Background: an optimization exercise with open tools, aiming at small area, a short achievable clock period and few clock cycles per item. Do not read the settings as production practice.
Function was checked by simulation only, so behaviour that the tests miss may differ from the original.
Power and IR drop assume default switching activity.

==> design.v <==
module pga16_mac (
    input  wire [7:0]  b,
    input  wire        hi,
    input  wire [23:0] m,
    input  wire [23:0] acc,
    output wire [31:0] sum
);
    wire bn0 = b[1];
    wire bo0 = b[0] ^ 1'b0;
    wire bt0 = (b[1] ^ b[0]) & ~bo0;
    wire q0_0 = ((bo0 & m[0]) | (bt0 & 1'b0)) ^ bn0;
    wire q0_1 = ((bo0 & m[1]) | (bt0 & m[0])) ^ bn0;
    wire q0_2 = ((bo0 & m[2]) | (bt0 & m[1])) ^ bn0;
    wire q0_3 = ((bo0 & m[3]) | (bt0 & m[2])) ^ bn0;
    wire q0_4 = ((bo0 & m[4]) | (bt0 & m[3])) ^ bn0;
    wire q0_5 = ((bo0 & m[5]) | (bt0 & m[4])) ^ bn0;
    wire q0_6 = ((bo0 & m[6]) | (bt0 & m[5])) ^ bn0;
    wire q0_7 = ((bo0 & m[7]) | (bt0 & m[6])) ^ bn0;
    wire q0_8 = ((bo0 & m[8]) | (bt0 & m[7])) ^ bn0;
    wire q0_9 = ((bo0 & m[9]) | (bt0 & m[8])) ^ bn0;
    wire q0_10 = ((bo0 & m[10]) | (bt0 & m[9])) ^ bn0;
    wire q0_11 = ((bo0 & m[11]) | (bt0 & m[10])) ^ bn0;
    wire q0_12 = ((bo0 & m[12]) | (bt0 & m[11])) ^ bn0;
    wire q0_13 = ((bo0 & m[13]) | (bt0 & m[12])) ^ bn0;
    wire q0_14 = ((bo0 & m[14]) | (bt0 & m[13])) ^ bn0;
    wire q0_15 = ((bo0 & m[15]) | (bt0 & m[14])) ^ bn0;
    wire q0_16 = ((bo0 & m[16]) | (bt0 & m[15])) ^ bn0;
    wire q0_17 = ((bo0 & m[17]) | (bt0 & m[16])) ^ bn0;
    wire q0_18 = ((bo0 & m[18]) | (bt0 & m[17])) ^ bn0;
    wire q0_19 = ((bo0 & m[19]) | (bt0 & m[18])) ^ bn0;
    wire q0_20 = ((bo0 & m[20]) | (bt0 & m[19])) ^ bn0;
    wire q0_21 = ((bo0 & m[21]) | (bt0 & m[20])) ^ bn0;
    wire q0_22 = ((bo0 & m[22]) | (bt0 & m[21])) ^ bn0;
    wire q0_23 = ((bo0 & m[23]) | (bt0 & m[22])) ^ bn0;
    wire q0_24 = ((bo0 & 1'b0) | (bt0 & m[23])) ^ bn0;
    wire bs0 = ~bn0;
    wire bn1 = b[3];
    wire bo1 = b[2] ^ b[1];
    wire bt1 = (b[3] ^ b[2]) & ~bo1;
    wire q1_0 = ((bo1 & m[0]) | (bt1 & 1'b0)) ^ bn1;
    wire q1_1 = ((bo1 & m[1]) | (bt1 & m[0])) ^ bn1;
    wire q1_2 = ((bo1 & m[2]) | (bt1 & m[1])) ^ bn1;
    wire q1_3 = ((bo1 & m[3]) | (bt1 & m[2])) ^ bn1;
    wire q1_4 = ((bo1 & m[4]) | (bt1 & m[3])) ^ bn1;
    wire q1_5 = ((bo1 & m[5]) | (bt1 & m[4])) ^ bn1;
    wire q1_6 = ((bo1 & m[6]) | (bt1 & m[5])) ^ bn1;
    wire q1_7 = ((bo1 & m[7]) | (bt1 & m[6])) ^ bn1;
    wire q1_8 = ((bo1 & m[8]) | (bt1 & m[7])) ^ bn1;
    wire q1_9 = ((bo1 & m[9]) | (bt1 & m[8])) ^ bn1;
    wire q1_10 = ((bo1 & m[10]) | (bt1 & m[9])) ^ bn1;
    wire q1_11 = ((bo1 & m[11]) | (bt1 & m[10])) ^ bn1;
    wire q1_12 = ((bo1 & m[12]) | (bt1 & m[11])) ^ bn1;
    wire q1_13 = ((bo1 & m[13]) | (bt1 & m[12])) ^ bn1;
    wire q1_14 = ((bo1 & m[14]) | (bt1 & m[13])) ^ bn1;
    wire q1_15 = ((bo1 & m[15]) | (bt1 & m[14])) ^ bn1;
    wire q1_16 = ((bo1 & m[16]) | (bt1 & m[15])) ^ bn1;
    wire q1_17 = ((bo1 & m[17]) | (bt1 & m[16])) ^ bn1;
    wire q1_18 = ((bo1 & m[18]) | (bt1 & m[17])) ^ bn1;
    wire q1_19 = ((bo1 & m[19]) | (bt1 & m[18])) ^ bn1;
    wire q1_20 = ((bo1 & m[20]) | (bt1 & m[19])) ^ bn1;
    wire q1_21 = ((bo1 & m[21]) | (bt1 & m[20])) ^ bn1;
    wire q1_22 = ((bo1 & m[22]) | (bt1 & m[21])) ^ bn1;
    wire q1_23 = ((bo1 & m[23]) | (bt1 & m[22])) ^ bn1;
    wire q1_24 = ((bo1 & 1'b0) | (bt1 & m[23])) ^ bn1;
    wire bs1 = ~bn1;
    wire bn2 = b[5];
    wire bo2 = b[4] ^ b[3];
    wire bt2 = (b[5] ^ b[4]) & ~bo2;
    wire q2_0 = ((bo2 & m[0]) | (bt2 & 1'b0)) ^ bn2;
    wire q2_1 = ((bo2 & m[1]) | (bt2 & m[0])) ^ bn2;
    wire q2_2 = ((bo2 & m[2]) | (bt2 & m[1])) ^ bn2;
    wire q2_3 = ((bo2 & m[3]) | (bt2 & m[2])) ^ bn2;
    wire q2_4 = ((bo2 & m[4]) | (bt2 & m[3])) ^ bn2;
    wire q2_5 = ((bo2 & m[5]) | (bt2 & m[4])) ^ bn2;
    wire q2_6 = ((bo2 & m[6]) | (bt2 & m[5])) ^ bn2;
    wire q2_7 = ((bo2 & m[7]) | (bt2 & m[6])) ^ bn2;
    wire q2_8 = ((bo2 & m[8]) | (bt2 & m[7])) ^ bn2;
    wire q2_9 = ((bo2 & m[9]) | (bt2 & m[8])) ^ bn2;
    wire q2_10 = ((bo2 & m[10]) | (bt2 & m[9])) ^ bn2;
    wire q2_11 = ((bo2 & m[11]) | (bt2 & m[10])) ^ bn2;
    wire q2_12 = ((bo2 & m[12]) | (bt2 & m[11])) ^ bn2;
    wire q2_13 = ((bo2 & m[13]) | (bt2 & m[12])) ^ bn2;
    wire q2_14 = ((bo2 & m[14]) | (bt2 & m[13])) ^ bn2;
    wire q2_15 = ((bo2 & m[15]) | (bt2 & m[14])) ^ bn2;
    wire q2_16 = ((bo2 & m[16]) | (bt2 & m[15])) ^ bn2;
    wire q2_17 = ((bo2 & m[17]) | (bt2 & m[16])) ^ bn2;
    wire q2_18 = ((bo2 & m[18]) | (bt2 & m[17])) ^ bn2;
    wire q2_19 = ((bo2 & m[19]) | (bt2 & m[18])) ^ bn2;
    wire q2_20 = ((bo2 & m[20]) | (bt2 & m[19])) ^ bn2;
    wire q2_21 = ((bo2 & m[21]) | (bt2 & m[20])) ^ bn2;
    wire q2_22 = ((bo2 & m[22]) | (bt2 & m[21])) ^ bn2;
    wire q2_23 = ((bo2 & m[23]) | (bt2 & m[22])) ^ bn2;
    wire q2_24 = ((bo2 & 1'b0) | (bt2 & m[23])) ^ bn2;
    wire bs2 = ~bn2;
    wire bn3 = b[7];
    wire bo3 = b[6] ^ b[5];
    wire bt3 = (b[7] ^ b[6]) & ~bo3;
    wire q3_0 = ((bo3 & m[0]) | (bt3 & 1'b0)) ^ bn3;
    wire q3_1 = ((bo3 & m[1]) | (bt3 & m[0])) ^ bn3;
    wire q3_2 = ((bo3 & m[2]) | (bt3 & m[1])) ^ bn3;
    wire q3_3 = ((bo3 & m[3]) | (bt3 & m[2])) ^ bn3;
    wire q3_4 = ((bo3 & m[4]) | (bt3 & m[3])) ^ bn3;
    wire q3_5 = ((bo3 & m[5]) | (bt3 & m[4])) ^ bn3;
    wire q3_6 = ((bo3 & m[6]) | (bt3 & m[5])) ^ bn3;
    wire q3_7 = ((bo3 & m[7]) | (bt3 & m[6])) ^ bn3;
    wire q3_8 = ((bo3 & m[8]) | (bt3 & m[7])) ^ bn3;
    wire q3_9 = ((bo3 & m[9]) | (bt3 & m[8])) ^ bn3;
    wire q3_10 = ((bo3 & m[10]) | (bt3 & m[9])) ^ bn3;
    wire q3_11 = ((bo3 & m[11]) | (bt3 & m[10])) ^ bn3;
    wire q3_12 = ((bo3 & m[12]) | (bt3 & m[11])) ^ bn3;
    wire q3_13 = ((bo3 & m[13]) | (bt3 & m[12])) ^ bn3;
    wire q3_14 = ((bo3 & m[14]) | (bt3 & m[13])) ^ bn3;
    wire q3_15 = ((bo3 & m[15]) | (bt3 & m[14])) ^ bn3;
    wire q3_16 = ((bo3 & m[16]) | (bt3 & m[15])) ^ bn3;
    wire q3_17 = ((bo3 & m[17]) | (bt3 & m[16])) ^ bn3;
    wire q3_18 = ((bo3 & m[18]) | (bt3 & m[17])) ^ bn3;
    wire q3_19 = ((bo3 & m[19]) | (bt3 & m[18])) ^ bn3;
    wire q3_20 = ((bo3 & m[20]) | (bt3 & m[19])) ^ bn3;
    wire q3_21 = ((bo3 & m[21]) | (bt3 & m[20])) ^ bn3;
    wire q3_22 = ((bo3 & m[22]) | (bt3 & m[21])) ^ bn3;
    wire q3_23 = ((bo3 & m[23]) | (bt3 & m[22])) ^ bn3;
    wire q3_24 = ((bo3 & 1'b0) | (bt3 & m[23])) ^ bn3;
    wire bs3 = ~bn3;
    wire u7 = b[7] & ~hi;
    wire r4_0 = u7 & m[0];
    wire r4_1 = u7 & m[1];
    wire r4_2 = u7 & m[2];
    wire r4_3 = u7 & m[3];
    wire r4_4 = u7 & m[4];
    wire r4_5 = u7 & m[5];
    wire r4_6 = u7 & m[6];
    wire r4_7 = u7 & m[7];
    wire r4_8 = u7 & m[8];
    wire r4_9 = u7 & m[9];
    wire r4_10 = u7 & m[10];
    wire r4_11 = u7 & m[11];
    wire r4_12 = u7 & m[12];
    wire r4_13 = u7 & m[13];
    wire r4_14 = u7 & m[14];
    wire r4_15 = u7 & m[15];
    wire r4_16 = u7 & m[16];
    wire r4_17 = u7 & m[17];
    wire r4_18 = u7 & m[18];
    wire r4_19 = u7 & m[19];
    wire r4_20 = u7 & m[20];
    wire r4_21 = u7 & m[21];
    wire r4_22 = u7 & m[22];
    wire r4_23 = u7 & m[23];
    wire s0, c0;
    assign s0 = q0_4 ^ q1_2;
    assign c0 = q0_4 & q1_2;
    wire s1, c1;
    assign s1 = q0_5 ^ q1_3;
    assign c1 = q0_5 & q1_3;
    wire s2, c2;
    assign s2 = q0_6 ^ q1_4 ^ q2_2;
    assign c2 = (q0_6 & q1_4) | (q2_2 & (q0_6 | q1_4));
    wire s3, c3;
    assign s3 = q3_0 ^ bn3;
    assign c3 = q3_0 & bn3;
    wire s4, c4;
    assign s4 = q0_7 ^ q1_5 ^ q2_3;
    assign c4 = (q0_7 & q1_5) | (q2_3 & (q0_7 | q1_5));
    wire s5, c5;
    assign s5 = q3_1 ^ acc[7];
    assign c5 = q3_1 & acc[7];
    wire s6, c6;
    assign s6 = q0_8 ^ q1_6 ^ q2_4;
    assign c6 = (q0_8 & q1_6) | (q2_4 & (q0_8 | q1_6));
    wire s7, c7;
    assign s7 = q3_2 ^ r4_0 ^ acc[8];
    assign c7 = (q3_2 & r4_0) | (acc[8] & (q3_2 | r4_0));
    wire s8, c8;
    assign s8 = q0_9 ^ q1_7 ^ q2_5;
    assign c8 = (q0_9 & q1_7) | (q2_5 & (q0_9 | q1_7));
    wire s9, c9;
    assign s9 = q3_3 ^ r4_1 ^ acc[9];
    assign c9 = (q3_3 & r4_1) | (acc[9] & (q3_3 | r4_1));
    wire s10, c10;
    assign s10 = q0_10 ^ q1_8 ^ q2_6;
    assign c10 = (q0_10 & q1_8) | (q2_6 & (q0_10 | q1_8));
    wire s11, c11;
    assign s11 = q3_4 ^ r4_2 ^ acc[10];
    assign c11 = (q3_4 & r4_2) | (acc[10] & (q3_4 | r4_2));
    wire s12, c12;
    assign s12 = q0_11 ^ q1_9 ^ q2_7;
    assign c12 = (q0_11 & q1_9) | (q2_7 & (q0_11 | q1_9));
    wire s13, c13;
    assign s13 = q3_5 ^ r4_3 ^ acc[11];
    assign c13 = (q3_5 & r4_3) | (acc[11] & (q3_5 | r4_3));
    wire s14, c14;
    assign s14 = q0_12 ^ q1_10 ^ q2_8;
    assign c14 = (q0_12 & q1_10) | (q2_8 & (q0_12 | q1_10));
    wire s15, c15;
    assign s15 = q3_6 ^ r4_4 ^ acc[12];
    assign c15 = (q3_6 & r4_4) | (acc[12] & (q3_6 | r4_4));
    wire s16, c16;
    assign s16 = q0_13 ^ q1_11 ^ q2_9;
    assign c16 = (q0_13 & q1_11) | (q2_9 & (q0_13 | q1_11));
    wire s17, c17;
    assign s17 = q3_7 ^ r4_5 ^ acc[13];
    assign c17 = (q3_7 & r4_5) | (acc[13] & (q3_7 | r4_5));
    wire s18, c18;
    assign s18 = q0_14 ^ q1_12 ^ q2_10;
    assign c18 = (q0_14 & q1_12) | (q2_10 & (q0_14 | q1_12));
    wire s19, c19;
    assign s19 = q3_8 ^ r4_6 ^ acc[14];
    assign c19 = (q3_8 & r4_6) | (acc[14] & (q3_8 | r4_6));
    wire s20, c20;
    assign s20 = q0_15 ^ q1_13 ^ q2_11;
    assign c20 = (q0_15 & q1_13) | (q2_11 & (q0_15 | q1_13));
    wire s21, c21;
    assign s21 = q3_9 ^ r4_7 ^ acc[15];
    assign c21 = (q3_9 & r4_7) | (acc[15] & (q3_9 | r4_7));
    wire s22, c22;
    assign s22 = q0_16 ^ q1_14 ^ q2_12;
    assign c22 = (q0_16 & q1_14) | (q2_12 & (q0_16 | q1_14));
    wire s23, c23;
    assign s23 = q3_10 ^ r4_8 ^ acc[16];
    assign c23 = (q3_10 & r4_8) | (acc[16] & (q3_10 | r4_8));
    wire s24, c24;
    assign s24 = q0_17 ^ q1_15 ^ q2_13;
    assign c24 = (q0_17 & q1_15) | (q2_13 & (q0_17 | q1_15));
    wire s25, c25;
    assign s25 = q3_11 ^ r4_9 ^ acc[17];
    assign c25 = (q3_11 & r4_9) | (acc[17] & (q3_11 | r4_9));
    wire s26, c26;
    assign s26 = q0_18 ^ q1_16 ^ q2_14;
    assign c26 = (q0_18 & q1_16) | (q2_14 & (q0_18 | q1_16));
    wire s27, c27;
    assign s27 = q3_12 ^ r4_10 ^ acc[18];
    assign c27 = (q3_12 & r4_10) | (acc[18] & (q3_12 | r4_10));
    wire s28, c28;
    assign s28 = q0_19 ^ q1_17 ^ q2_15;
    assign c28 = (q0_19 & q1_17) | (q2_15 & (q0_19 | q1_17));
    wire s29, c29;
    assign s29 = q3_13 ^ r4_11 ^ acc[19];
    assign c29 = (q3_13 & r4_11) | (acc[19] & (q3_13 | r4_11));
    wire s30, c30;
    assign s30 = q0_20 ^ q1_18 ^ q2_16;
    assign c30 = (q0_20 & q1_18) | (q2_16 & (q0_20 | q1_18));
    wire s31, c31;
    assign s31 = q3_14 ^ r4_12 ^ acc[20];
    assign c31 = (q3_14 & r4_12) | (acc[20] & (q3_14 | r4_12));
    wire s32, c32;
    assign s32 = q0_21 ^ q1_19 ^ q2_17;
    assign c32 = (q0_21 & q1_19) | (q2_17 & (q0_21 | q1_19));
    wire s33, c33;
    assign s33 = q3_15 ^ r4_13 ^ acc[21];
    assign c33 = (q3_15 & r4_13) | (acc[21] & (q3_15 | r4_13));
    wire s34, c34;
    assign s34 = q0_22 ^ q1_20 ^ q2_18;
    assign c34 = (q0_22 & q1_20) | (q2_18 & (q0_22 | q1_20));
    wire s35, c35;
    assign s35 = q3_16 ^ r4_14 ^ acc[22];
    assign c35 = (q3_16 & r4_14) | (acc[22] & (q3_16 | r4_14));
    wire s36, c36;
    assign s36 = q0_23 ^ q1_21 ^ q2_19;
    assign c36 = (q0_23 & q1_21) | (q2_19 & (q0_23 | q1_21));
    wire s37, c37;
    assign s37 = q3_17 ^ r4_15 ^ acc[23];
    assign c37 = (q3_17 & r4_15) | (acc[23] & (q3_17 | r4_15));
    wire s38, c38;
    assign s38 = q0_24 ^ q1_22 ^ q2_20;
    assign c38 = (q0_24 & q1_22) | (q2_20 & (q0_24 | q1_22));
    wire s39, c39;
    assign s39 = q3_18 ^ r4_16;
    assign c39 = q3_18 & r4_16;
    wire s40, c40;
    assign s40 = bs0 ^ q1_23 ^ q2_21;
    assign c40 = (bs0 & q1_23) | (q2_21 & (bs0 | q1_23));
    wire s41, c41;
    assign s41 = q3_19 ^ 1'b1 ^ r4_17;
    assign c41 = (q3_19 & 1'b1) | (r4_17 & (q3_19 | 1'b1));
    wire s42, c42;
    assign s42 = q1_24 ^ q2_22 ^ q3_20;
    assign c42 = (q1_24 & q2_22) | (q3_20 & (q1_24 | q2_22));
    wire s43, c43;
    assign s43 = 1'b1 ^ r4_18;
    assign c43 = 1'b1 & r4_18;
    wire s44, c44;
    assign s44 = bs1 ^ q2_23 ^ q3_21;
    assign c44 = (bs1 & q2_23) | (q3_21 & (bs1 | q2_23));
    wire s45, c45;
    assign s45 = q2_24 ^ q3_22;
    assign c45 = q2_24 & q3_22;
    wire s46, c46;
    assign s46 = q0_2 ^ q1_0;
    assign c46 = q0_2 & q1_0;
    wire s47, c47;
    assign s47 = q0_3 ^ q1_1;
    assign c47 = q0_3 & q1_1;
    wire s48, c48;
    assign s48 = s0 ^ q2_0 ^ bn2;
    assign c48 = (s0 & q2_0) | (bn2 & (s0 | q2_0));
    wire s49, c49;
    assign s49 = c0 ^ s1 ^ q2_1;
    assign c49 = (c0 & s1) | (q2_1 & (c0 | s1));
    wire s50, c50;
    assign s50 = c1 ^ s2 ^ s3;
    assign c50 = (c1 & s2) | (s3 & (c1 | s2));
    wire s51, c51;
    assign s51 = c2 ^ c3 ^ s4;
    assign c51 = (c2 & c3) | (s4 & (c2 | c3));
    wire s52, c52;
    assign s52 = c4 ^ c5 ^ s6;
    assign c52 = (c4 & c5) | (s6 & (c4 | c5));
    wire s53, c53;
    assign s53 = c6 ^ c7 ^ s8;
    assign c53 = (c6 & c7) | (s8 & (c6 | c7));
    wire s54, c54;
    assign s54 = c8 ^ c9 ^ s10;
    assign c54 = (c8 & c9) | (s10 & (c8 | c9));
    wire s55, c55;
    assign s55 = c10 ^ c11 ^ s12;
    assign c55 = (c10 & c11) | (s12 & (c10 | c11));
    wire s56, c56;
    assign s56 = c12 ^ c13 ^ s14;
    assign c56 = (c12 & c13) | (s14 & (c12 | c13));
    wire s57, c57;
    assign s57 = c14 ^ c15 ^ s16;
    assign c57 = (c14 & c15) | (s16 & (c14 | c15));
    wire s58, c58;
    assign s58 = c16 ^ c17 ^ s18;
    assign c58 = (c16 & c17) | (s18 & (c16 | c17));
    wire s59, c59;
    assign s59 = c18 ^ c19 ^ s20;
    assign c59 = (c18 & c19) | (s20 & (c18 | c19));
    wire s60, c60;
    assign s60 = c20 ^ c21 ^ s22;
    assign c60 = (c20 & c21) | (s22 & (c20 | c21));
    wire s61, c61;
    assign s61 = c22 ^ c23 ^ s24;
    assign c61 = (c22 & c23) | (s24 & (c22 | c23));
    wire s62, c62;
    assign s62 = c24 ^ c25 ^ s26;
    assign c62 = (c24 & c25) | (s26 & (c24 | c25));
    wire s63, c63;
    assign s63 = c26 ^ c27 ^ s28;
    assign c63 = (c26 & c27) | (s28 & (c26 | c27));
    wire s64, c64;
    assign s64 = c28 ^ c29 ^ s30;
    assign c64 = (c28 & c29) | (s30 & (c28 | c29));
    wire s65, c65;
    assign s65 = c30 ^ c31 ^ s32;
    assign c65 = (c30 & c31) | (s32 & (c30 | c31));
    wire s66, c66;
    assign s66 = c32 ^ c33 ^ s34;
    assign c66 = (c32 & c33) | (s34 & (c32 | c33));
    wire s67, c67;
    assign s67 = c34 ^ c35 ^ s36;
    assign c67 = (c34 & c35) | (s36 & (c34 | c35));
    wire s68, c68;
    assign s68 = c36 ^ c37 ^ s38;
    assign c68 = (c36 & c37) | (s38 & (c36 | c37));
    wire s69, c69;
    assign s69 = c38 ^ c39 ^ s40;
    assign c69 = (c38 & c39) | (s40 & (c38 | c39));
    wire s70, c70;
    assign s70 = c40 ^ c41 ^ s42;
    assign c70 = (c40 & c41) | (s42 & (c40 | c41));
    wire s71, c71;
    assign s71 = c42 ^ c43 ^ s44;
    assign c71 = (c42 & c43) | (s44 & (c42 | c43));
    wire s72, c72;
    assign s72 = c44 ^ s45 ^ 1'b1;
    assign c72 = (c44 & s45) | (1'b1 & (c44 | s45));
    wire s73, c73;
    assign s73 = c45 ^ bs2 ^ q3_23;
    assign c73 = (c45 & bs2) | (q3_23 & (c45 | bs2));
    wire s74, c74;
    assign s74 = q3_24 ^ 1'b1;
    assign c74 = q3_24 & 1'b1;
    wire s75, c75;
    assign s75 = q0_0 ^ bn0;
    assign c75 = q0_0 & bn0;
    wire s76, c76;
    assign s76 = q0_1 ^ acc[1];
    assign c76 = q0_1 & acc[1];
    wire s77, c77;
    assign s77 = s46 ^ bn1 ^ acc[2];
    assign c77 = (s46 & bn1) | (acc[2] & (s46 | bn1));
    wire s78, c78;
    assign s78 = c46 ^ s47 ^ acc[3];
    assign c78 = (c46 & s47) | (acc[3] & (c46 | s47));
    wire s79, c79;
    assign s79 = c47 ^ s48 ^ acc[4];
    assign c79 = (c47 & s48) | (acc[4] & (c47 | s48));
    wire s80, c80;
    assign s80 = c48 ^ s49 ^ acc[5];
    assign c80 = (c48 & s49) | (acc[5] & (c48 | s49));
    wire s81, c81;
    assign s81 = c49 ^ s50 ^ acc[6];
    assign c81 = (c49 & s50) | (acc[6] & (c49 | s50));
    wire s82, c82;
    assign s82 = c50 ^ s51 ^ s5;
    assign c82 = (c50 & s51) | (s5 & (c50 | s51));
    wire s83, c83;
    assign s83 = c51 ^ s52 ^ s7;
    assign c83 = (c51 & s52) | (s7 & (c51 | s52));
    wire s84, c84;
    assign s84 = c52 ^ s53 ^ s9;
    assign c84 = (c52 & s53) | (s9 & (c52 | s53));
    wire s85, c85;
    assign s85 = c53 ^ s54 ^ s11;
    assign c85 = (c53 & s54) | (s11 & (c53 | s54));
    wire s86, c86;
    assign s86 = c54 ^ s55 ^ s13;
    assign c86 = (c54 & s55) | (s13 & (c54 | s55));
    wire s87, c87;
    assign s87 = c55 ^ s56 ^ s15;
    assign c87 = (c55 & s56) | (s15 & (c55 | s56));
    wire s88, c88;
    assign s88 = c56 ^ s57 ^ s17;
    assign c88 = (c56 & s57) | (s17 & (c56 | s57));
    wire s89, c89;
    assign s89 = c57 ^ s58 ^ s19;
    assign c89 = (c57 & s58) | (s19 & (c57 | s58));
    wire s90, c90;
    assign s90 = c58 ^ s59 ^ s21;
    assign c90 = (c58 & s59) | (s21 & (c58 | s59));
    wire s91, c91;
    assign s91 = c59 ^ s60 ^ s23;
    assign c91 = (c59 & s60) | (s23 & (c59 | s60));
    wire s92, c92;
    assign s92 = c60 ^ s61 ^ s25;
    assign c92 = (c60 & s61) | (s25 & (c60 | s61));
    wire s93, c93;
    assign s93 = c61 ^ s62 ^ s27;
    assign c93 = (c61 & s62) | (s27 & (c61 | s62));
    wire s94, c94;
    assign s94 = c62 ^ s63 ^ s29;
    assign c94 = (c62 & s63) | (s29 & (c62 | s63));
    wire s95, c95;
    assign s95 = c63 ^ s64 ^ s31;
    assign c95 = (c63 & s64) | (s31 & (c63 | s64));
    wire s96, c96;
    assign s96 = c64 ^ s65 ^ s33;
    assign c96 = (c64 & s65) | (s33 & (c64 | s65));
    wire s97, c97;
    assign s97 = c65 ^ s66 ^ s35;
    assign c97 = (c65 & s66) | (s35 & (c65 | s66));
    wire s98, c98;
    assign s98 = c66 ^ s67 ^ s37;
    assign c98 = (c66 & s67) | (s37 & (c66 | s67));
    wire s99, c99;
    assign s99 = c67 ^ s68 ^ s39;
    assign c99 = (c67 & s68) | (s39 & (c67 | s68));
    wire s100, c100;
    assign s100 = c68 ^ s69 ^ s41;
    assign c100 = (c68 & s69) | (s41 & (c68 | s69));
    wire s101, c101;
    assign s101 = c69 ^ s70 ^ s43;
    assign c101 = (c69 & s70) | (s43 & (c69 | s70));
    wire s102, c102;
    assign s102 = c70 ^ s71 ^ r4_19;
    assign c102 = (c70 & s71) | (r4_19 & (c70 | s71));
    wire s103, c103;
    assign s103 = c71 ^ s72 ^ r4_20;
    assign c103 = (c71 & s72) | (r4_20 & (c71 | s72));
    wire s104, c104;
    assign s104 = c72 ^ s73 ^ r4_21;
    assign c104 = (c72 & s73) | (r4_21 & (c72 | s73));
    wire s105, c105;
    assign s105 = c73 ^ s74 ^ r4_22;
    assign c105 = (c73 & s74) | (r4_22 & (c73 | s74));
    wire s106, c106;
    assign s106 = c74 ^ bs3 ^ r4_23;
    assign c106 = (c74 & bs3) | (r4_23 & (c74 | bs3));
    wire [31:0] rx = {c105, c104, c103, c102, c101, c100, c99, c98, c97, c96, c95, c94, c93, c92, c91, c90, c89, c88, c87, c86, c85, c84, c83, c82, c81, c80, c79, c78, c77, c76, c75, s75};
    wire [31:0] ry = {s106, s105, s104, s103, s102, s101, s100, s99, s98, s97, s96, s95, s94, s93, s92, s91, s90, s89, s88, s87, s86, s85, s84, s83, s82, s81, s80, s79, s78, s77, s76, acc[0]};
    wire [31:0] g0 = rx & ry;
    wire [31:0] p0 = rx ^ ry;
    wire bg0 = g0[1] | (p0[1] & g0[0]);
    wire bp0 = p0[1] & p0[0];
    wire bg1 = g0[3] | (p0[3] & g0[2]);
    wire bp1 = p0[3] & p0[2];
    wire bg2 = g0[5] | (p0[5] & g0[4]);
    wire bp2 = p0[5] & p0[4];
    wire bg3 = g0[7] | (p0[7] & g0[6]);
    wire bp3 = p0[7] & p0[6];
    wire bg4 = g0[9] | (p0[9] & g0[8]);
    wire bp4 = p0[9] & p0[8];
    wire bg5 = g0[11] | (p0[11] & g0[10]);
    wire bp5 = p0[11] & p0[10];
    wire bg6 = g0[13] | (p0[13] & g0[12]);
    wire bp6 = p0[13] & p0[12];
    wire bg7 = g0[15] | (p0[15] & g0[14]);
    wire bp7 = p0[15] & p0[14];
    wire bg8 = g0[17] | (p0[17] & g0[16]);
    wire bp8 = p0[17] & p0[16];
    wire bg9 = g0[19] | (p0[19] & g0[18]);
    wire bp9 = p0[19] & p0[18];
    wire bg10 = g0[21] | (p0[21] & g0[20]);
    wire bp10 = p0[21] & p0[20];
    wire bg11 = g0[23] | (p0[23] & g0[22]);
    wire bp11 = p0[23] & p0[22];
    wire bg12 = g0[25] | (p0[25] & g0[24]);
    wire bp12 = p0[25] & p0[24];
    wire bg13 = g0[27] | (p0[27] & g0[26]);
    wire bp13 = p0[27] & p0[26];
    wire bg14 = g0[29] | (p0[29] & g0[28]);
    wire bp14 = p0[29] & p0[28];
    wire bg15 = g0[31] | (p0[31] & g0[30]);
    wire bp15 = p0[31] & p0[30];
    wire bg16 = bg1 | (bp1 & bg0);
    wire bp16 = bp1 & bp0;
    wire bg17 = bg3 | (bp3 & bg2);
    wire bp17 = bp3 & bp2;
    wire bg18 = bg5 | (bp5 & bg4);
    wire bp18 = bp5 & bp4;
    wire bg19 = bg7 | (bp7 & bg6);
    wire bp19 = bp7 & bp6;
    wire bg20 = bg9 | (bp9 & bg8);
    wire bp20 = bp9 & bp8;
    wire bg21 = bg11 | (bp11 & bg10);
    wire bp21 = bp11 & bp10;
    wire bg22 = bg13 | (bp13 & bg12);
    wire bp22 = bp13 & bp12;
    wire bg23 = bg15 | (bp15 & bg14);
    wire bp23 = bp15 & bp14;
    wire bg24 = bg17 | (bp17 & bg16);
    wire bp24 = bp17 & bp16;
    wire bg25 = bg19 | (bp19 & bg18);
    wire bp25 = bp19 & bp18;
    wire bg26 = bg21 | (bp21 & bg20);
    wire bp26 = bp21 & bp20;
    wire bg27 = bg23 | (bp23 & bg22);
    wire bp27 = bp23 & bp22;
    wire bg28 = bg25 | (bp25 & bg24);
    wire bp28 = bp25 & bp24;
    wire bg29 = bg27 | (bp27 & bg26);
    wire bp29 = bp27 & bp26;
    wire bg30 = bg29 | (bp29 & bg28);
    wire bp30 = bp29 & bp28;
    wire bg31 = bg26 | (bp26 & bg28);
    wire bp31 = bp26 & bp28;
    wire bg32 = bg18 | (bp18 & bg24);
    wire bp32 = bp18 & bp24;
    wire bg33 = bg20 | (bp20 & bg28);
    wire bp33 = bp20 & bp28;
    wire bg34 = bg22 | (bp22 & bg31);
    wire bp34 = bp22 & bp31;
    wire bg35 = bg2 | (bp2 & bg16);
    wire bp35 = bp2 & bp16;
    wire bg36 = bg4 | (bp4 & bg24);
    wire bp36 = bp4 & bp24;
    wire bg37 = bg6 | (bp6 & bg32);
    wire bp37 = bp6 & bp32;
    wire bg38 = bg8 | (bp8 & bg28);
    wire bp38 = bp8 & bp28;
    wire bg39 = bg10 | (bp10 & bg33);
    wire bp39 = bp10 & bp33;
    wire bg40 = bg12 | (bp12 & bg31);
    wire bp40 = bp12 & bp31;
    wire bg41 = bg14 | (bp14 & bg34);
    wire bp41 = bp14 & bp34;
    wire bg42 = g0[2] | (p0[2] & bg0);
    wire bp42 = p0[2] & bp0;
    wire bg43 = g0[4] | (p0[4] & bg16);
    wire bp43 = p0[4] & bp16;
    wire bg44 = g0[6] | (p0[6] & bg35);
    wire bp44 = p0[6] & bp35;
    wire bg45 = g0[8] | (p0[8] & bg24);
    wire bp45 = p0[8] & bp24;
    wire bg46 = g0[10] | (p0[10] & bg36);
    wire bp46 = p0[10] & bp36;
    wire bg47 = g0[12] | (p0[12] & bg32);
    wire bp47 = p0[12] & bp32;
    wire bg48 = g0[14] | (p0[14] & bg37);
    wire bp48 = p0[14] & bp37;
    wire bg49 = g0[16] | (p0[16] & bg28);
    wire bp49 = p0[16] & bp28;
    wire bg50 = g0[18] | (p0[18] & bg38);
    wire bp50 = p0[18] & bp38;
    wire bg51 = g0[20] | (p0[20] & bg33);
    wire bp51 = p0[20] & bp33;
    wire bg52 = g0[22] | (p0[22] & bg39);
    wire bp52 = p0[22] & bp39;
    wire bg53 = g0[24] | (p0[24] & bg31);
    wire bp53 = p0[24] & bp31;
    wire bg54 = g0[26] | (p0[26] & bg40);
    wire bp54 = p0[26] & bp40;
    wire bg55 = g0[28] | (p0[28] & bg34);
    wire bp55 = p0[28] & bp34;
    wire bg56 = g0[30] | (p0[30] & bg41);
    wire bp56 = p0[30] & bp41;
    assign sum[0] = p0[0];
    assign sum[1] = p0[1] ^ g0[0];
    assign sum[2] = p0[2] ^ bg0;
    assign sum[3] = p0[3] ^ bg42;
    assign sum[4] = p0[4] ^ bg16;
    assign sum[5] = p0[5] ^ bg43;
    assign sum[6] = p0[6] ^ bg35;
    assign sum[7] = p0[7] ^ bg44;
    assign sum[8] = p0[8] ^ bg24;
    assign sum[9] = p0[9] ^ bg45;
    assign sum[10] = p0[10] ^ bg36;
    assign sum[11] = p0[11] ^ bg46;
    assign sum[12] = p0[12] ^ bg32;
    assign sum[13] = p0[13] ^ bg47;
    assign sum[14] = p0[14] ^ bg37;
    assign sum[15] = p0[15] ^ bg48;
    assign sum[16] = p0[16] ^ bg28;
    assign sum[17] = p0[17] ^ bg49;
    assign sum[18] = p0[18] ^ bg38;
    assign sum[19] = p0[19] ^ bg50;
    assign sum[20] = p0[20] ^ bg33;
    assign sum[21] = p0[21] ^ bg51;
    assign sum[22] = p0[22] ^ bg39;
    assign sum[23] = p0[23] ^ bg52;
    assign sum[24] = p0[24] ^ bg31;
    assign sum[25] = p0[25] ^ bg53;
    assign sum[26] = p0[26] ^ bg40;
    assign sum[27] = p0[27] ^ bg54;
    assign sum[28] = p0[28] ^ bg34;
    assign sum[29] = p0[29] ^ bg55;
    assign sum[30] = p0[30] ^ bg41;
    assign sum[31] = p0[31] ^ bg56;
endmodule
module pga16_round (
    input  wire [39:0] p,        
    input  wire [5:0]  sh,       
    input  wire        hi,       
    output wire [7:0]  q
);
    wire [15:0] v = p[38:23] ^ {16{p[39]}};
    wire [15:0] mk;
    assign mk[15] = 1'b0;
    genvar i;
    generate
        for (i = 0; i < 15; i = i + 1) begin : g_mk
            assign mk[i] = mk[i+1] | v[i+1];
        end
    endgenerate
    wire [14:0] atg    = mk[14:0] & ~mk[15:1];        
    wire        guard  = |(atg & p[14:0]);
    wire        lsb    = |(atg & p[15:1]);
    wire        sticky = |(mk[14:1] & p[13:0]);
    wire        rup    = guard & (sticky | lsb);
    wire [39:0] qv = {p[39:15], p[14:0] | mk[14:0]};
    wire [39:0] c;                                   
    wire [5:0]  cb;
    assign cb[0] = rup;
    generate
        for (i = 0; i < 5; i = i + 1) begin : g_blk
            assign cb[i+1] = cb[i] & (&qv[8*i+7:8*i]);
            assign c[8*i] = cb[i];
            genvar j;
            for (j = 1; j < 8; j = j + 1) begin : g_pw
                assign c[8*i+j] = c[8*i+j-1] & qv[8*i+j-1];
            end
        end
    endgenerate
    wire [39:0] t  = qv ^ c;
    wire [39:0] tm = {t[39:15], t[14:0] & ~mk[14:0]};
    wire [70:0] e  = {{15{p[39]}}, tm, 16'd0};
    wire [5:0]  s8 = {sh[5:3] + {2'b00, hi}, sh[2:0]};
    wire [38:0] e5 = s8[5] ? e[70:32] : e[38:0];
    wire [22:0] e4 = s8[4] ? e5[38:16] : e5[22:0];
    wire [14:0] e3 = s8[3] ? e4[22:8] : e4[14:0];
    wire [10:0] e2 = s8[2] ? e3[14:4] : e3[10:0];
    wire [8:0]  e1 = s8[1] ? e2[10:2] : e2[8:0];
    assign q = s8[0] ? e1[8:1] : e1[7:0];
endmodule
module pga16 (
    input  wire        clk,
    input  wire        rst,           
    input  wire        host_we,
    input  wire [3:0]  host_addr,
    input  wire [31:0] host_wdata,
    output reg  [31:0] host_rdata,
    output wire        mem_valid,
    output wire        mem_we,
    output wire [31:0] mem_addr,
    output wire [7:0]  mem_wdata,
    input  wire        mem_ready,
    input  wire [7:0]  mem_rdata,
    input  wire        mem_err
);
    localparam RN_BUF_BASE = 4'd0;
    localparam RN_BUF_LEN  = 4'd1;
    localparam RN_GAIN     = 4'd2;
    localparam RN_CTRL     = 4'd3;
    localparam RN_CMD      = 4'd4;
    localparam RN_STATUS   = 4'd5;
    localparam RN_PROGRESS = 4'd6;
    localparam ERR_ILLEGAL_CMD = 3'd1;
    localparam ERR_NULL_BUFFER = 3'd2;
    localparam ERR_GAIN_INF    = 3'd3;
    localparam ERR_ADDR_RANGE  = 3'd4;
    localparam ERR_MEM_FAULT   = 3'd5;
    reg [31:0] buf_base;
    reg [31:0] buf_len;
    reg [31:0] gain;
    reg        buf_valid;
    reg        st_busy, st_done, st_err, st_odd;
    reg [2:0]  st_errcode;
    reg [30:0] idx;
    reg [31:0] ad;                    
    reg [30:0] w_nwin;
    reg        w_sg;                  
    reg [23:0] w_m;                   
    reg [5:0]  w_sh;                  
    reg        act;                   
    reg [1:0]  ph;                    
    reg [39:0] pr;                    
    always @* begin
        case (host_addr)
            RN_BUF_BASE: host_rdata = buf_base;
            RN_BUF_LEN:  host_rdata = buf_len;
            RN_GAIN:     host_rdata = gain;
            RN_CTRL:     host_rdata = {31'd0, buf_valid};
            RN_STATUS:   host_rdata = {24'd0, 1'b0, st_errcode, st_odd, st_err, st_done, st_busy};
            RN_PROGRESS: host_rdata = {1'b0, idx};
            default:     host_rdata = 32'd0;
        endcase
    end
    wire        cmd_wr    = host_we && (host_addr == RN_CMD) && !st_busy;
    wire        stat_wr   = host_we && (host_addr == RN_STATUS);
    wire        range_bad = over_2_32(buf_base, buf_len);
    reg  [2:0]  cmd_code;             
    always @* begin
        if (host_wdata != 32'h0000_0001)
            cmd_code = ERR_ILLEGAL_CMD;
        else if (!buf_valid)
            cmd_code = ERR_NULL_BUFFER;
        else if (gain[30:23] == 8'hFF)
            cmd_code = ERR_GAIN_INF;
        else if (range_bad)
            cmd_code = ERR_ADDR_RANGE;
        else
            cmd_code = 3'd0;
    end
    wire [7:0]  g_e  = gain[30:23];
    wire [7:0]  g_sh = 8'd166 - g_e;
    wire [5:0]  sh0  = (g_e < 8'd112) ? 6'd55 : (g_e >= 8'd166) ? 6'd0 : g_sh[5:0];
    function over_2_32(input [31:0] a, input [31:0] b);
        integer k;
        reg cy;
        begin
            cy = 1'b0;
            for (k = 1; k < 32; k = k + 1)
                cy = (~(a[k] ^ b[k]) & (a[k-1] | b[k-1])) |
                     (cy & (~(a[k] ^ b[k]) | a[k-1] | b[k-1]));
            over_2_32 = cy & (a[31] | b[31]);
        end
    endfunction
    function [30:0] inc31(input [30:0] a);
        integer k;
        reg t;
        begin
            t = 1'b1;
            for (k = 0; k < 31; k = k + 1) begin
                inc31[k] = a[k] ^ t;
                t = t & a[k];
            end
        end
    endfunction
    function [30:0] inc31f(input [30:0] a);
        integer k;
        reg t, bc;
        begin
            bc = 1'b1;
            for (k = 0; k < 31; k = k + 1) begin
                if (k % 8 == 0) t = bc;
                inc31f[k] = a[k] ^ t;
                t = t & a[k];
                if (k % 8 == 7) bc = bc & (&a[k -: 8]);
            end
        end
    endfunction
    wire acc_ok = act && mem_ready;
    assign mem_valid = act;
    assign mem_we    = ph[1];
    wire [30:0] ad_inc = inc31f(ad[31:1]);
    assign mem_addr  = {(ph[0] & ad[0]) ? ad_inc : ad[31:1], ad[0] ^ ph[0]};
    wire [31:0] mac;
    pga16_mac u_mac (
        .b   (mem_rdata ^ {8{w_sg}}),
        .hi  (ph[0]),
        .m   (w_m),
        .acc (ph[0] ? pr[39:16] : (w_sg ? w_m : 24'd0)),
        .sum (mac)
    );
    pga16_round u_round (
        .p  (pr),
        .sh (w_sh),
        .hi (ph[0]),
        .q  (mem_wdata)
    );
    wire [30:0] idx_inc = inc31(idx);
    wire        last    = (idx_inc == w_nwin);
    always @(posedge clk) begin
        if (mem_ready && !ph[1])
            pr <= {mac, pr[15:8]};
    end
    always @(posedge clk) begin
        if (rst) begin
            buf_base   <= 32'd0;
            buf_len    <= 32'd0;
            gain       <= 32'h3F80_0000;
            buf_valid  <= 1'b0;
            st_busy    <= 1'b0;
            st_done    <= 1'b0;
            st_err     <= 1'b0;
            st_odd     <= 1'b0;
            st_errcode <= 3'd0;
            idx        <= 31'd0;
            act        <= 1'b0;
            ph         <= 2'd0;
        end else begin
            if (host_we) begin
                case (host_addr)
                    RN_BUF_BASE: buf_base  <= host_wdata;
                    RN_BUF_LEN:  buf_len   <= host_wdata;
                    RN_GAIN:     gain      <= host_wdata;
                    RN_CTRL:     buf_valid <= host_wdata[0];
                    default: ;
                endcase
            end
            if (stat_wr) begin
                if (host_wdata[1]) st_done <= 1'b0;
                if (host_wdata[2]) begin
                    st_err     <= 1'b0;
                    st_errcode <= 3'd0;
                end
                if (host_wdata[3]) st_odd <= 1'b0;
            end
            if (cmd_wr) begin
                st_done <= 1'b0;
                idx     <= 31'd0;
                if (cmd_code != 3'd0) begin
                    st_err     <= 1'b1;
                    st_errcode <= cmd_code;
                    st_odd     <= 1'b0;
                end else begin
                    st_err     <= 1'b0;
                    st_errcode <= 3'd0;
                    st_odd     <= buf_len[0];
                    st_busy    <= 1'b1;
                    ad         <= buf_base;
                    w_nwin     <= buf_len[31:1];
                    w_sg       <= gain[31];
                    w_m        <= {g_e != 8'd0, gain[22:0]};
                    w_sh       <= sh0;
                    act        <= (buf_len[31:1] != 31'd0);
                    ph         <= 2'd0;
                end
            end
            if (st_busy && !act) begin
                st_busy <= 1'b0;
                st_done <= 1'b1;
            end
            if (acc_ok) begin
                if (mem_err) begin
                    act        <= 1'b0;
                    st_busy    <= 1'b0;
                    st_err     <= 1'b1;
                    st_errcode <= ERR_MEM_FAULT;
                end else begin
                    ph <= ph + 2'd1;
                    if (ph == 2'd3) begin
                        ad[31:1] <= ad_inc;
                        idx <= idx_inc;
                        if (last) begin
                            act     <= 1'b0;
                            st_busy <= 1'b0;
                            st_done <= 1'b1;
                        end
                    end
                end
            end
        end
    end
endmodule
==> flow/run.sh <==
#!/bin/bash
# The standard layout (standard.sh), with these changes to how it is made:
#  - the port buffers are buf_2 cells instead of the default delay-buffer cell;
#  - repair_timing works with a setup margin, so that it shortens the longest
#    paths although the 33 ns clock leaves them slack.
# The make output goes to make_finish.log in this folder; ORFS keeps each
# step's log under orfs/logs.
set -euo pipefail
work=$PWD
rm -rf "$work/scripts"
cp -r "$FLOW_HOME/scripts" "$work/scripts"
cp "$work/flow/abc_area.script" "$work/scripts/abc_area.script"
bash standard.sh SCRIPTS_DIR="$work/scripts" \
    BUFFER_PORTS_ARGS="-buffer_cell sky130_fd_sc_hd__buf_2" \
    SETUP_SLACK_MARGIN=18.5 finish > make_finish.log 2>&1
==> flow/abc_area.script <==
strash
dch
map -a
strash
dch
map -a
strash
dch
map -a
topo
stime -c
buffer -c
upsize -c
dnsize -c
==> standard.sh <==
#!/bin/bash
# synth_recipe.tcl (not shown) runs the flow's synth.tcl, then flattens the netlist and writes it again
# the make line also repeats each setting of config.mk as NAME=value (left out here)
make -C /OpenROAD-flow-scripts/flow DESIGN_CONFIG=/design/flow/config.mk WORK_HOME=/design/flow/orfs CLKGATE_MAP_FILE= SYNTH_SCRIPT=/design/flow/synth_recipe.tcl "${@:-finish}"
==> config.mk <==
export PLATFORM = sky130hd
export DESIGN_NAME = pga16
export DESIGN_NICKNAME = pga16
export VERILOG_FILES = /design/flow/design.v
export SDC_FILE = /design/flow/constraint.sdc
export NUM_CORES = 4
export LEC_CHECK = 0
export ABC_AREA = 1
export CAP_MARGIN = 20
export CORE_MARGIN = 2
export CORE_UTILIZATION = 40
export CTS_BUF_LIST = sky130_fd_sc_hd__clkbuf_8
export CTS_CLUSTER_DIAMETER = 80
export CTS_CLUSTER_SIZE = 16
export SLEW_MARGIN = 20
==> constraint.sdc <==
create_clock -name core_clock -period 33.0 [get_ports {clk}]
set_input_delay 6.6000 -clock core_clock [delete_from_list [all_inputs] [get_ports {clk}]]
set_output_delay 6.6000 -clock core_clock [all_outputs]
set_load 0.01 [all_outputs]
==> results_dict.tcl, run 1 <==
set metrics [dict create \
    status "finished clean" \
    synth_top_cell_by_area "edfxtp_1" \
    async_flop_share_pct 0 \
    power_frac_comb_pct 45.9 \
    p_clk_share_pct 17.1 \
    placedInstanceArea_um2 21700 \
    clock-root-buffer "clkbuf_8" \
    syn_nets 2625 \
    routed_wl_mm 66.0 \
    tritoncts "yes" \
    synth.top_cells.by_area "edfxtp_1 20%, dfxtp_1 13%, fa_1 10%, ha_1 10%, xor2_1 5.6%" \
    dp_slack_ns 18.06 \
    period_minus_slack_ns 14.50 \
    final_area_um2 22700 \
    end_kind "output pin" \
    critical_path_class "input port to output pin" \
    p_sw_share_pct 41.3 \
    drv_slew 0 \
    fin_nets 2712 \
    row_count 82 \
    syn_to_final_growth_pct 10.9 \
    netlist_instances 2302 \
    drive_gt1_share_pct 13.3 \
    grt_max_degree 112 \
    wire_per_inst_um 21.4 \
    setup_tns_ns 0 \
    ant_nets 0 \
    htreeDepth 1 \
    antenna_found_initial 6 \
    drtIter0Drc 1628 \
    min_path_type "flop to flop" \
    die_area_um2 53000 \
    fin_skew_ns 0.0440 \
    yosysTopAreaCellShare_pct 19.7 \
    crit_required_ns 26.40 \
    grt-ovfl-total 0 \
    first_pass_iters 6 \
    drc 0 \
    seqCellArea_um2 6790 \
    max-cap-violations 0 \
    crit_chain "buf_4, nor2_4, nand2_4, buf_12, clkinvlp_4, a22oi_1, o221ai_1, buf_2" \
    die_x_um 230 \
    internal_power_mw 0.733 \
    p_sw_mw 0.515 \
    grt_pass1_vias 17200 \
    hold_violations 0 \
    vias_per_cell 5.72 \
    io_buffer_count 122 \
    fin_crit_sh_pct 43.9 \
    fmax_ghz 0.0690 \
    io_pins 123 \
    finalPower_mw 1.25 \
    peakVddDrop_v 0.0000326 \
    syn_area_um2 20500 \
    ys_seq_area_share_pct 33.2 \
    worstPathArrival_ns 7.90 \
    path_max_fanout 8 \
    cts.sinks 272 \
    worst_path_dominant_cell_family "buffers and inverters" \
    syn_avg_cell_area_um2 8.89 \
    synth_seq_cells 272 \
    final_core_util_pct 45.0 \
    nFillCells 4922 \
    routabilityCongestion 0.911 \
    tightest_slew_ns 0.904 \
    rsz0062_at_grt "false" \
    core_um2 50400 \
    total_leakage_power_nw 9.51 \
    numCtsBuffers 25 \
    initial_core_util_pct 40.6 \
    slowest_stage "o221ai_1" \
    vias 17600 \
    path_buf_inv 4 \
    die_h_um 230 \
    clkTransAtPathRegs_ns 0.11 \
    insertion_delay_ns 0.66 \
    dp_hpwl_mm 47.9 \
    synth_edf_count 134 \
    finalSetupViolCount 0 \
    p_seq_share_pct 36.9 \
    clock_path_buffers 3 \
    grtUsageTotal_pct 24.4 \
    cpPeakStageDelay_ns 0.25 \
    grt_pass1_wl_mm 101 \
    yosysWarnings 1 \
    ys.flop_type "dfxtp_1" \
    worstSetupStartpointType "input port" \
    multi_input_area_um2 12400 \
    p_per_area_nw_per_um2 55.0 \
    diodes 0 \
    synth_cell_type_count 55 \
    postLayoutSetupSlackWorst_ns 18.50 \
    slew_headroom_pct 39.7 \
]
## Yosys cell counts, drive strengths merged, types with 2 or more instances
master	number
clkinv	20
nor2	222
mux2i	3
o22ai	114
clkbuf	91
edfxtp	134
a211oi	3
dfxtp	138
xnor2	42
a311oi	3
or2	11
nor4	11
buf	19
nor3	17
a21o	3
a21boi	2
a22oi	92
nand2	188
mux2	26
a31oi	9
o211ai	8
or4	3
o21bai	3
xor2	132
a221oi	6
and3	2
a21oi	216
nand4	22
ha	168
inv	241
o221ai	27
o21a	2
o21ai	154
fa	106
nand3	56
## worst reg2reg max path, delay by kind of cell (launching register included)
kind | cells | cell delay [ns]
flip-flops | 1 | 0.68
buffers and inverters | 5 | 1.17
adder cells (fa/ha/maj) | 5 | 2.14
XOR/XNOR | 3 | 0.54
AO/OA/AOI/OAI | 14 | 2.32
AND/OR/NAND/NOR | 13 | 1.57
## registers in the layout (all words and copies together), names as in the netlist, 24 cells and up
register and flops:
ad 32, gain 32, w_nwin 31, w_m 24, pr 40, idx 31
buf_base 32, buf_len 32
## path summary, 6_finish.rpt
kind / start / end / slack, ns / depth (start not counted)
min reg2reg: buf_len[7] / w_nwin[6] / 0.43 / 0
min: buf_len[7] / w_nwin[6] / 0.43 / 0
max reg2reg: w_sg / pr[39] / 24.36 / 40
max: host_addr[2] / host_rdata[26] / 18.50 / 8
## cells in the final DEF (no fill, tap or decap), drive strengths merged, types with 22 or more instances in the layout
cell and n:
a22oi 92, a21oi 216, dfxtp 138, nor2 222, nand4 22, o21ai 154
mux2 26, clkbuf 28, edfxtp 134, inv 246, buf 165, xnor2 42
nand2 188, clkinv 29, xor2 132, o221ai 27, o22ai 114, fa 106
nand3 56, ha 168
## final cells by class
type                    instances  area share (%)
clock inverters                16           0.607
flip-flops and latches        272            29.9
clock buffers                  26            1.58
repair buffers                169            4.99
inverters                     261            4.48
multi-input cells            1659            54.7
repair inverters                1          0.0386
well taps                     672            3.71
## routing by layer
metal / GRT usage, % / routed length [um]
met5: 0 / 78
met4: 9.33 / 2840
met3: 3.42 / 4540
met2: 40.8 / 31400
met1: 31.9 / 27100
## metrics by stage
step                hold WS, ns  std cells
floorplan                 0.408       2302
global placement          0.410       3011
detailed placement        0.416       3011
CTS                       0.437       3062
global route              0.439       3076
finish                    0.435       3076
## logic make-up (layout without fill, tap and decap cells)
logic type      count (synthesis)  after routing  synth area share [%]
compound gates                647            647                  18.8
xor+xnor                      174            174                  7.48
fa+ha+maj                     274            274                  20.6
buf+inv                       371            473                  7.07
flops                         272            272                  33.2
mux                            29             29                  1.58
simple gates                  535            535                  11.3
## repair_timing
item / in CTS / in global routing
setup buffers: 7 / 11
gates resized for setup: 25 / 42
hold buffers: 0 / 0
endpoints found under the setup margin: 33 / 39
pin swaps: 3 / 12
gates cloned: 2 / 3
## power by group through the flow
stage | clock, mW | sequential (mW) | combinational (mW)
after floorplan | 0 | 0.439 | 0.411
after global placement | 0 | 0.469 | 0.538
after detailed placement | 0 | 0.469 | 0.556
after CTS | 0.219 | 0.461 | 0.561
after global routing | 0.230 | 0.463 | 0.663
final | 0.214 | 0.461 | 0.573
Testbench counts, summed over its fixed seeds: cycles 36,384, windows 8,872.
==> inputs of run 2 (changes only) <==
--- a/config.mk
+++ b/config.mk
@@ -10,6 +10,6 @@
 export CORE_MARGIN = 2
 export CORE_UTILIZATION = 40
 export CTS_BUF_LIST = sky130_fd_sc_hd__clkbuf_8
-export CTS_CLUSTER_DIAMETER = 80
-export CTS_CLUSTER_SIZE = 16
+export CTS_CLUSTER_DIAMETER = 60
+export CTS_CLUSTER_SIZE = 12
 export SLEW_MARGIN = 20
==> results_dict.tcl, run 2 <==
set metrics [dict create \
    syn_nets 2625 \
    synth_top_cell_by_area "edfxtp_1" \
    min_path_type "flop to flop" \
    routabilityCongestion 0.911 \
    p_sw_share_pct 40.7 \
    critical_path_class "input port to output pin" \
    first_pass_iters 5 \
    synth.most_common_cell "inv_1" \
    syn_to_final_growth_pct 11.4 \
    numCtsBuffers 29 \
    die_area_um2 53000 \
    power_frac_comb_pct 45.3 \
    yosysWarnings 1 \
    internal_power_mw 0.751 \
    synthTopCellsByCount "225 x inv_1, 216 x a21oi_1, 211 x nor2_1" \
    diodes 0 \
    drive_gt1_share_pct 13.5 \
    synth_seq_cells 272 \
    largest-register "pr" \
    row_count 82 \
    io_pins 123 \
    wire_per_inst_um 21.4 \
    syn_avg_cell_area_um2 8.89 \
    grt_max_degree 112 \
    clock_path_buffers 3 \
    htreeDepth 1 \
    max-cap-violations 0 \
    path_max_fanout 4 \
    period_minus_slack_ns 14.51 \
    ff2ff_setup_slack_ns 24.34 \
    p_clk_share_pct 18.3 \
    worstPathArrival_ns 7.91 \
    rsz0062_at_grt "true" \
    syn_area_um2 20500 \
    p_per_area_nw_per_um2 55.5 \
    worstSetupStartpoint "host_addr[2]" \
    io_buffer_count 122 \
    holdCritStartpoint "buf_len[7]" \
    finalSetupViolCount 0 \
    cts.sinks 272 \
    r2r-end "pr[39]" \
    hold_violations 0 \
    grt_pass1_wl_mm 101 \
    dp_hpwl_mm 47.9 \
    drv_slew 0 \
    p_seq_share_pct 36.5 \
    fin_skew_ns 0.0243 \
    worstSetupStartpointType "input port" \
    final_core_util_pct 45.2 \
    min_path_cells 0 \
    netlist_instances 2302 \
    synth_cell_type_count 55 \
    grtUsageTotal_pct 24.4 \
    tritoncts "yes" \
    crit_required_ns 26.40 \
    synth_edf_count 134 \
    grt-ovfl-total 0 \
    setup_tns_ns 0 \
    fmax_ghz 0.0689 \
    r2r_cells 40 \
    final_cell_mix "234 x inv_1, 216 x a21oi_1, 196 x nor2_1" \
    grt_pass1_vias 17200 \
    yosysTopAreaCellShare_pct 19.7 \
    tightest_slew_ns 0.904 \
    largest_reg_flops 40 \
    die_x_um 230 \
    routed_wl_mm 66.1 \
    total_leakage_power_nw 9.60 \
    vias 17700 \
    end_kind "output pin" \
    status "finished clean" \
    ys.flop_type "dfxtp_1" \
    peakVddDrop_v 0.0000284 \
    fin_crit_sh_pct 44.0 \
    slew_headroom_pct 39.7 \
    clock-root-buffer "clkbuf_8" \
    die_h_um 230 \
    drtIter0Drc 1637 \
    drc 0 \
    async_flop_share_pct 0 \
    reg2reg_from "w_sg" \
    fin_nets 2716 \
    synth.top_cells.by_area "edfxtp_1 20%, dfxtp_1 13%, fa_1 10%, ha_1 10%, xor2_1 5.6%" \
    insertion_delay_ns 0.67 \
    core_um2 50400 \
    p_sw_mw 0.515 \
    antenna_found_initial 7 \
    min_to "w_nwin[6]" \
    ys_seq_area_share_pct 33.2 \
    ant_nets 0 \
    clkTransAtPathRegs_ns 0.08 \
    final_common_cell "inv_1" \
    vias_per_cell 5.72 \
    initial_core_util_pct 40.6 \
]
==> run 2: worst max-delay path, stage by stage <==
cell and delay [ns]:
buf_8 0.10, nor2_4 0.18, nand2_2 0.11, buf_12 0.15
buf_12 0.13, o22ai_1 0.14, a21oi_1 0.08, o21ai_0 0.20
buf_2 0.22
==> run 2: repair_timing <==
action	in CTS	in global routing
hold buffers	0	0
cloned	2	2
gates resized for setup	25	43
pin swaps	3	12
setup buffers	5	14
endpoints found under the setup margin	33	41
==> run 2: how the worst max path moves through the flow <==
stage                     endpoint  slack, ns
finish              host_rdata[24]      18.49
global route         host_rdata[4]      18.47
CTS                  host_rdata[4]      18.49
detailed placement   host_rdata[4]      18.06
global placement     host_rdata[4]      18.12
floorplan            host_rdata[3]      18.85
==> run 2: power groups by stage <==
stage	clock network (mW)	registers (mW)	logic [mW]
after global placement	0	0.469	0.538
final	0.231	0.461	0.573
after floorplan	0	0.439	0.411
after global routing	0.247	0.463	0.662
after detailed placement	0	0.469	0.556
after CTS	0.235	0.462	0.561
==> run 2: final cells by class <==
class | count | area, um^2
Fill cell | 4946 | 27600
Inverter | 261 | 1010
Clock inverter | 22 | 138
Multi-Input combinational cell | 1659 | 12400
Timing Repair Buffer | 170 | 1150
Tap cell | 672 | 841
Clock buffer | 31 | 427
Sequential cell | 272 | 6790
==> run 2: cell families after synthesis <==
logic type	share of synthesized area, %
AOI/OAI and AO/OA	18.8
and+or+nand+nor	11.3
buffers and inverters	7.07
adders and majority gates	20.6
DFF	33.2
xor gates and xnor gates	7.48
muxes	1.58
==> run 2: per-layer routing <==
layer	up-vias	track usage [%]	routed length (um)
li1	8253	-	-
met1	8575	32.1	27400
met2	676	40.8	31200
met3	144	3.35	4510
met4	14	9.25	2890
met5	-	0	82
==> run 2: through the flow <==
stage | setup WS, ns | hold slack (ns) | cells | cell area [um^2] | total power [mW]
after floorplan | 18.85 | 0.408 | 2302 | 20500 | 0.850
after global placement | 18.12 | 0.410 | 3011 | 21700 | 1.01
final | 18.49 | 0.432 | 3087 | 22800 | 1.27
after CTS | 18.49 | 0.415 | 3071 | 22500 | 1.26
after global routing | 18.47 | 0.434 | 3087 | 22800 | 1.37
after detailed placement | 18.06 | 0.416 | 3011 | 21700 | 1.03
==> inputs of run 3 (changes only) <==
--- a/config.mk
+++ b/config.mk
@@ -8,7 +8,7 @@
 export ABC_AREA = 1
 export CAP_MARGIN = 20
 export CORE_MARGIN = 2
-export CORE_UTILIZATION = 40
+export CORE_UTILIZATION = 55
 export CTS_BUF_LIST = sky130_fd_sc_hd__clkbuf_8
 export CTS_CLUSTER_DIAMETER = 60
 export CTS_CLUSTER_SIZE = 12
==> results_dict.tcl, run 3 <==
set metrics [dict create \
    synth_cell_type_count 55 \
    ys.flop_type "dfxtp_1" \
    grt_max_degree 70 \
    synth_edf_count 134 \
    finalPower_mw 1.32 \
    cts-hold-fix-buffers 0 \
    ff2ff_setup_slack_ns 24.42 \
    worst_path_dominant_cell_family "buffers and inverters" \
    vias_per_cell 6.12 \
    wire_per_inst_um 22.1 \
    antenna_found_initial 4 \
    drtIter0Drc 1478 \
    die_h_um 197 \
    r2r-end "pr[39]" \
    period_minus_slack_ns 14.51 \
    synth.most_common_cell "inv_1" \
    tritoncts "yes" \
    syn_area_um2 20500 \
    critical_path_class "input port to output pin" \
    drc 0 \
    hold_violations 0 \
    netlist_instances 2302 \
    final_cells 2887 \
    grt_pass1_vias 17100 \
    p_per_area_nw_per_um2 58.6 \
    peakVddDrop_v 0.0000452 \
    dp_hpwl_mm 47.1 \
    fin_skew_ns 0.0527 \
    io_pins 123 \
    slowest_stage "a22oi_1" \
    largest-register "pr" \
    row_count 70 \
    final_common_cell "inv_1" \
    clock-root-buffer "clkbuf_8" \
    largest_reg_flops 40 \
    first_pass_iters 8 \
    crit_chain "buf_2, nor2_4, nand2_2, buf_12, clkinvlp_4, a22oi_1, nand3_1, buf_2" \
    initial_core_util_pct 55.9 \
    worstSetupStartpointType "input port" \
    fin_crit_sh_pct 44.0 \
    total_leakage_power_nw 9.58 \
    fin_nets 2710 \
    vias 17700 \
    die_area_um2 38800 \
    ant_nets 0 \
    worstSetupStartpoint "host_addr[3]" \
    path_max_fanout 8 \
    final_area_um2 22500 \
    ys_seq_area_share_pct 33.2 \
    rsz0062_at_grt "true" \
    r2r_cells 39 \
    core_um2 36600 \
    clkTransAtPathRegs_ns 0.09 \
    status "finished clean" \
    insertion_delay_ns 0.63 \
    syn_to_final_growth_pct 9.96 \
    syn_avg_cell_area_um2 8.89 \
    path_buf_inv 4 \
    routabilityCongestion 0.935 \
    numCtsBuffers 36 \
    async_flop_share_pct 0 \
    grt-ovfl-total 0 \
    worstPathArrival_ns 7.91 \
    synth_seq_cells 272 \
    min_to "w_nwin[19]" \
    io_buffer_count 122 \
    min_path_cells 0 \
    final_cell_mix "232 x inv_1, 216 x a21oi_1, 199 x nor2_1" \
    routed_wl_mm 63.7 \
    placedInstanceArea_um2 21400 \
    finalSetupViolCount 0 \
    crit_path_frequent_cell "buf_2" \
    grt_pass1_wl_mm 97.9 \
    cpPeakStageDelay_ns 0.25 \
    setup_tns_ns 0 \
    drv_slew 0 \
    end_kind "output pin" \
    grtUsageTotal_pct 33.1 \
    drive_gt1_share_pct 13.3 \
    yosysTopAreaCellShare_pct 19.7 \
    cts.sinks 272 \
    fmax_ghz 0.0689 \
    yosysWarnings 1 \
    min_path_type "flop to flop" \
    tightest_slew_ns 1.08 \
    crit_required_ns 26.40 \
    synth_top_cell_by_area "edfxtp_1" \
    final_core_util_pct 61.5 \
    htreeDepth 2 \
    dp.cells 2803 \
    syn_nets 2625 \
    die_x_um 197 \
    clock_path_buffers 3 \
    synthTopCellsByCount "225 x inv_1, 216 x a21oi_1, 211 x nor2_1" \
    slew_headroom_pct 27.7 \
    max-cap-violations 0 \
    reg2reg_from "w_sg" \
    synth.top_cells.by_area "edfxtp_1 20%, dfxtp_1 13%, fa_1 10%, ha_1 10%, xor2_1 5.6%" \
    holdCritStartpoint "buf_len[20]" \
]
run 3: cell counts after synthesis:
Identical to the previous run, type by type.
run 3: how the worst max path moves through the flow:
stage	endpoint	slack, ns	cells past startpoint
2_1_floorplan	host_rdata[3]	18.85	6
4_1_cts	host_rdata[2]	18.49	9
3_3_place_gp	host_rdata[2]	17.95	8
3_5_place_dp	host_rdata[1]	18.13	7
5_1_grt	host_rdata[3]	18.47	8
6_report	host_rdata[1]	18.49	8
run 3: stage by stage:
| step | hold slack, ns | setup WS [ns] |
|---|---|---|
| after floorplan | 0.408 | 18.85 |
| after global placement | 0.410 | 17.95 |
| after detailed placement | 0.413 | 18.13 |
| after CTS | 0.419 | 18.49 |
| after global routing | 0.430 | 18.47 |
| final | 0.419 | 18.49 |
run 3: cell type report:
type | count | area (um^2)
inverters | 261 | 1040
flip-flops and latches | 272 | 6790
fillers | 3272 | 14100
clock buffers | 37 | 509
well taps | 468 | 586
repair buffers | 157 | 948
multi-input cells | 1659 | 12400
diodes | 4 | 10.0
clock inverters | 29 | 243
run 3: worst reg2reg max path: cells and delay by family (launching register included):
family,cells,cell delay [ns]
AO/OA/AOI/OAI,15,3.02
XOR/XNOR,3,0.55
adder cells (fa/ha/maj),5,2.18
buffers and inverters,4,0.74
flip-flops,1,0.62
AND/OR/NAND/NOR,12,1.22
run 3: metal layers:
| metal | vias up | GRT usage (%) | wire, um |
|---|---|---|---|
| met2 | 734 | 55.2 | 30600 |
| met3 | 153 | 6.43 | 4960 |
| met5 | - | 0 | 19 |
| li1 | 8247 | - | - |
| met4 | 4 | 15.7 | 3130 |
| met1 | 8528 | 41.4 | 25000 |
run 3: cell families (layout without fill, tap and decap cells):
logic type	Yosys count	count (layout)	synth area share, %
AOI/OAI and AO/OA	647	647	18.8
DFF	272	272	33.2
other	0	4	0
and+or+nand+nor	535	535	11.3
adders and majority gates	274	274	20.6
muxes	29	29	1.58
buffers and inverters	371	484	7.07
xor gates and xnor gates	174	174	7.48
run 3: what timing repair did:
item                       in CTS  in global routing
cloned                          2                  0
setup buffers                   2                 10
pin swaps                       0                  6
gates resized for setup        18                 30
setup endpoints to repair      40                 25
run 3: power breakdown:
group / switching, mW / internal [mW] / leakage, nW / total [mW]
registers: 0.0515 / 0.414 / 2.35 / 0.465
logic: 0.336 / 0.238 / 6.80 / 0.574
clock network: 0.151 / 0.128 / 0.434 / 0.279

separate check: timing with driven ports:
No port has a modelled driver above. Below, the same layouts with a new extraction and two added sets of constraints.
Step 1: set_driving_cell puts a clkbuf_16 on clk and a buf_2 on each other input, an assumption about the parent block.
Step 2, shift: input delay + t, output delay - t, t = (earliest + latest rising clock arrival at the registers) / 2. This alone moves slack from input paths to output paths.
Three values: no drivers, after step 1, after step 2; two values: the first two.
run	t, ns	slack for setup (ns)	worst setup path after step 2	worst data-port slew with drivers (ns)
run 1	0.697	18.498 / 18.444 / 18.444	input to output	0.10
run 2	0.723	18.487 / 18.437 / 18.437	input to output	0.11
run 3	0.662	18.486 / 18.463 / 18.463	input to output	0.09
After both steps setup and hold are still met in every run listed. The setup slack of run 1, which loses most, moves by -0.054 ns with the drivers and by -0.054 ns with both steps.
